Source: an optimization exercise on an open RTL-to-GDS flow (aim: small area, a short achievable clock period and few clock cycles). Production flows keep margins and buffers that such runs may drop. Only simulation tests tie the RTL to the original design; equivalence was not proved. Power figures rest on the tool's default switching activity, not on a simulated workload.

== oak ==
## ascii_codec
module ascii_codec (
    input  wire        clk,
    input  wire        rst,
    input  wire        cmd_valid,
    output wire        cmd_ready,
    input  wire [1:0]  cmd_op,
    input  wire [15:0] cmd_len,
    input  wire        in_valid,
    output wire        in_ready,
    input  wire [7:0]  in_data,
    output wire        out_valid,
    input  wire        out_ready,
    output wire [7:0]  out_data,
    output wire        done,
    output wire [7:0]  err_code
);
==> flow/config.mk <==
export PLATFORM = sky130hd
export DESIGN_NAME = ascii_codec
export DESIGN_NICKNAME = ascii_codec
export VERILOG_FILES = /design/flow/design.v
export SDC_FILE = /design/flow/constraint.sdc
export NUM_CORES = 4
export LEC_CHECK = 0
export CAP_MARGIN = 20
export CORE_MARGIN = 2
export CORE_UTILIZATION = 40
export CTS_CLUSTER_DIAMETER = 150
export CTS_CLUSTER_SIZE = 60
export SLEW_MARGIN = 20
==> flow/constraint.sdc <==
create_clock -name core_clock -period 28.0 [get_ports {clk}]
set_input_delay 5.6000 -clock core_clock [delete_from_list [all_inputs] [get_ports {clk}]]
set_output_delay 5.6000 -clock core_clock [all_outputs]
set_load 0.01 [all_outputs]
standard.sh (not shown) runs the stock make flow with config.mk's settings and CLKGATE_MAP_FILE= SYNTH_SCRIPT=/design/flow/synth_recipe.tcl, a recipe that flattens the netlist after the stock synthesis.
==> flow/flow/run.sh <==
#!/bin/bash
# The standard layout, with these changes to how it is made (the SDC, clock
# period and every other setting are the design's):
#  - every port still gets a buffer, but a plain buf_2 rather than the slow
#    delay buffer buffer_ports picks by default;
#  - the repair steps aim for extra setup slack, and may resize a cell to
#    any drive strength (not only ones with the same footprint).
set -euo pipefail
bash standard.sh "BUFFER_PORTS_ARGS=-buffer_cell sky130_fd_sc_hd__buf_2" \
    SETUP_SLACK_MARGIN=21.35 MATCH_CELL_FOOTPRINT=0 finish > standard_flow.log 2>&1
No stage failed in oak, and the final checks on the layout all came back clean.
Testbench counts of oak, summed over its fixed seeds: cycles 65,816.
Input changes introduced in pine (baseline for comparison: oak):
- removing CTS_CLUSTER_SIZE (formerly 60)
- removing CTS_CLUSTER_DIAMETER (formerly 150)
diff --git a/flow/flow/run.sh b/flow/flow/run.sh
--- a/flow/flow/run.sh
+++ b/flow/flow/run.sh
@@ -10 +10 @@
-    SETUP_SLACK_MARGIN=21.35 MATCH_CELL_FOOTPRINT=0 finish > standard_flow.log 2>&1
+    SETUP_SLACK_MARGIN=21.55 MATCH_CELL_FOOTPRINT=0 finish > standard_flow.log 2>&1
Notes after the runs:
pine vs oak: global-route wire length before repair down slightly
pine and oak ended up with roughly the same routed via count.
Total length of routed met2 wires essentially unchanged between oak and pine.
### pine -> birch
diff --git a/flow/flow/run.sh b/flow/flow/run.sh
--- a/flow/flow/run.sh
+++ b/flow/flow/run.sh
@@ -10 +10 @@
-    SETUP_SLACK_MARGIN=21.55 MATCH_CELL_FOOTPRINT=0 finish > standard_flow.log 2>&1
+    SETUP_SLACK_MARGIN=21.35 MATCH_CELL_FOOTPRINT=0 finish > standard_flow.log 2>&1
[summary]
- birch closes out successfully: all stages finished, all timing, DRC and antenna checks passed.
- There was hardly any difference in routed via count divided by cell count between birch and pine.
- Taking pine as the reference, in birch depth of the worst register-to-register path increased by 3 relative to the old numbers; power ~0 delta.
- In birch, the post-route minimum period came out 27 ps above the value in pine.
- In birch, the setup slack came out 27 ps below the value in pine.
- Diff pine..birch | via count of the first global-routing pass | negligible
- Power attributed to the clock group, birch and pine: larger value in birch


== east ==
Another version of the RTL of ascii_codec (not shown whole).
Size in the first run: ~2300 cells after synthesis, about 150 flip-flops, about 51 I/O pins, about 0.019 mm2 of cells after synthesis.
Settings: LEC_CHECK=0, CAP_MARGIN=20, CORE_MARGIN=2, CORE_UTILIZATION=40, SLEW_MARGIN=20; clock period 28.0 ns.
==> flow/flow/run.sh <==
#!/bin/bash
# The standard layout, with these changes to how it is made (the SDC, clock
# period and every other setting are the design's):
#  - every port still gets a buffer, but a plain buf_2 rather than the slow
#    delay buffer buffer_ports picks by default;
#  - the repair steps aim for extra setup slack, and may resize a cell to
#    any drive strength (not only ones with the same footprint).
set -euo pipefail
bash standard.sh "BUFFER_PORTS_ARGS=-buffer_cell sky130_fd_sc_hd__buf_2" \
    SETUP_SLACK_MARGIN=21 MATCH_CELL_FOOTPRINT=0 finish > standard_flow.log 2>&1
Looking at the reports, east completed the entire flow and the layout it produced met the timing, DRC and antenna checks.
Testbench counts of east, summed over its fixed seeds: cycles 65,816.
> inputs changed (east -> west)
==> flow/flow/run.sh <==
#!/bin/bash
# The standard layout, with the repair steps aiming for extra setup slack
# (the SDC and the clock period are the design's, unchanged).
set -euo pipefail
bash standard.sh SETUP_SLACK_MARGIN=21 finish > standard_flow.log 2>&1
### Flow results
Delta (west minus east): internal power rose 1.8%; highest fanout seen on the critical path fell 29; die extent in x about even; count of routing violations after the opening detailed-route iteration rose about 12%; overall power of the completed layout rose 20 uW.
Going from east to west, number of detailed-routing iterations run before antenna repair rose 1, largest net degree at the start of global routing down about 3%.
No run among west and east stopped early or left any final violation; all are clean.
west vs east, total routing resource utilization after global routing went down by 0.20 points.
Compared with east, west shows a lower share of total power in sequential cells.

## static timing again, ports no longer ideal
Ports are ideal in the flow. The routed layouts listed here were re-timed in OpenROAD. Step 1 (the two cells are an assumption about what drives the block):
set clk [get_ports {clk}]
set_driving_cell -lib_cell sky130_fd_sc_hd__clkbuf_16 $clk
set_driving_cell -lib_cell sky130_fd_sc_hd__buf_2 [delete_from_list [all_inputs] $clk]
Step 2, shift: input delay + t, output delay - t, t = (earliest + latest rising clock arrival at the registers) / 2. This alone moves slack from input paths to output paths. a / b / c = ideal ports / drivers / drivers and shift; a / b = the first two.
run	t, ns	setup slack, ns	worst data-port slew with drivers (ns)	pins driven straight from the clock port
oak	0.494	21.355 / 21.305 / 21.110	0.05	1
pine	0.492	21.383 / 21.333 / 21.237	0.04	1
birch	0.494	21.355 / 21.305 / 21.110	0.05	1
east	0.496	21.204 / 21.226 / 20.730	0.05	1
west	0.489	21.010 / 20.959 / 20.787	0.05	1
After both steps every run listed still meets setup and hold. For east, which loses most, drivers alone change the setup slack by +0.022 ns; drivers and shift together by -0.474 ns.
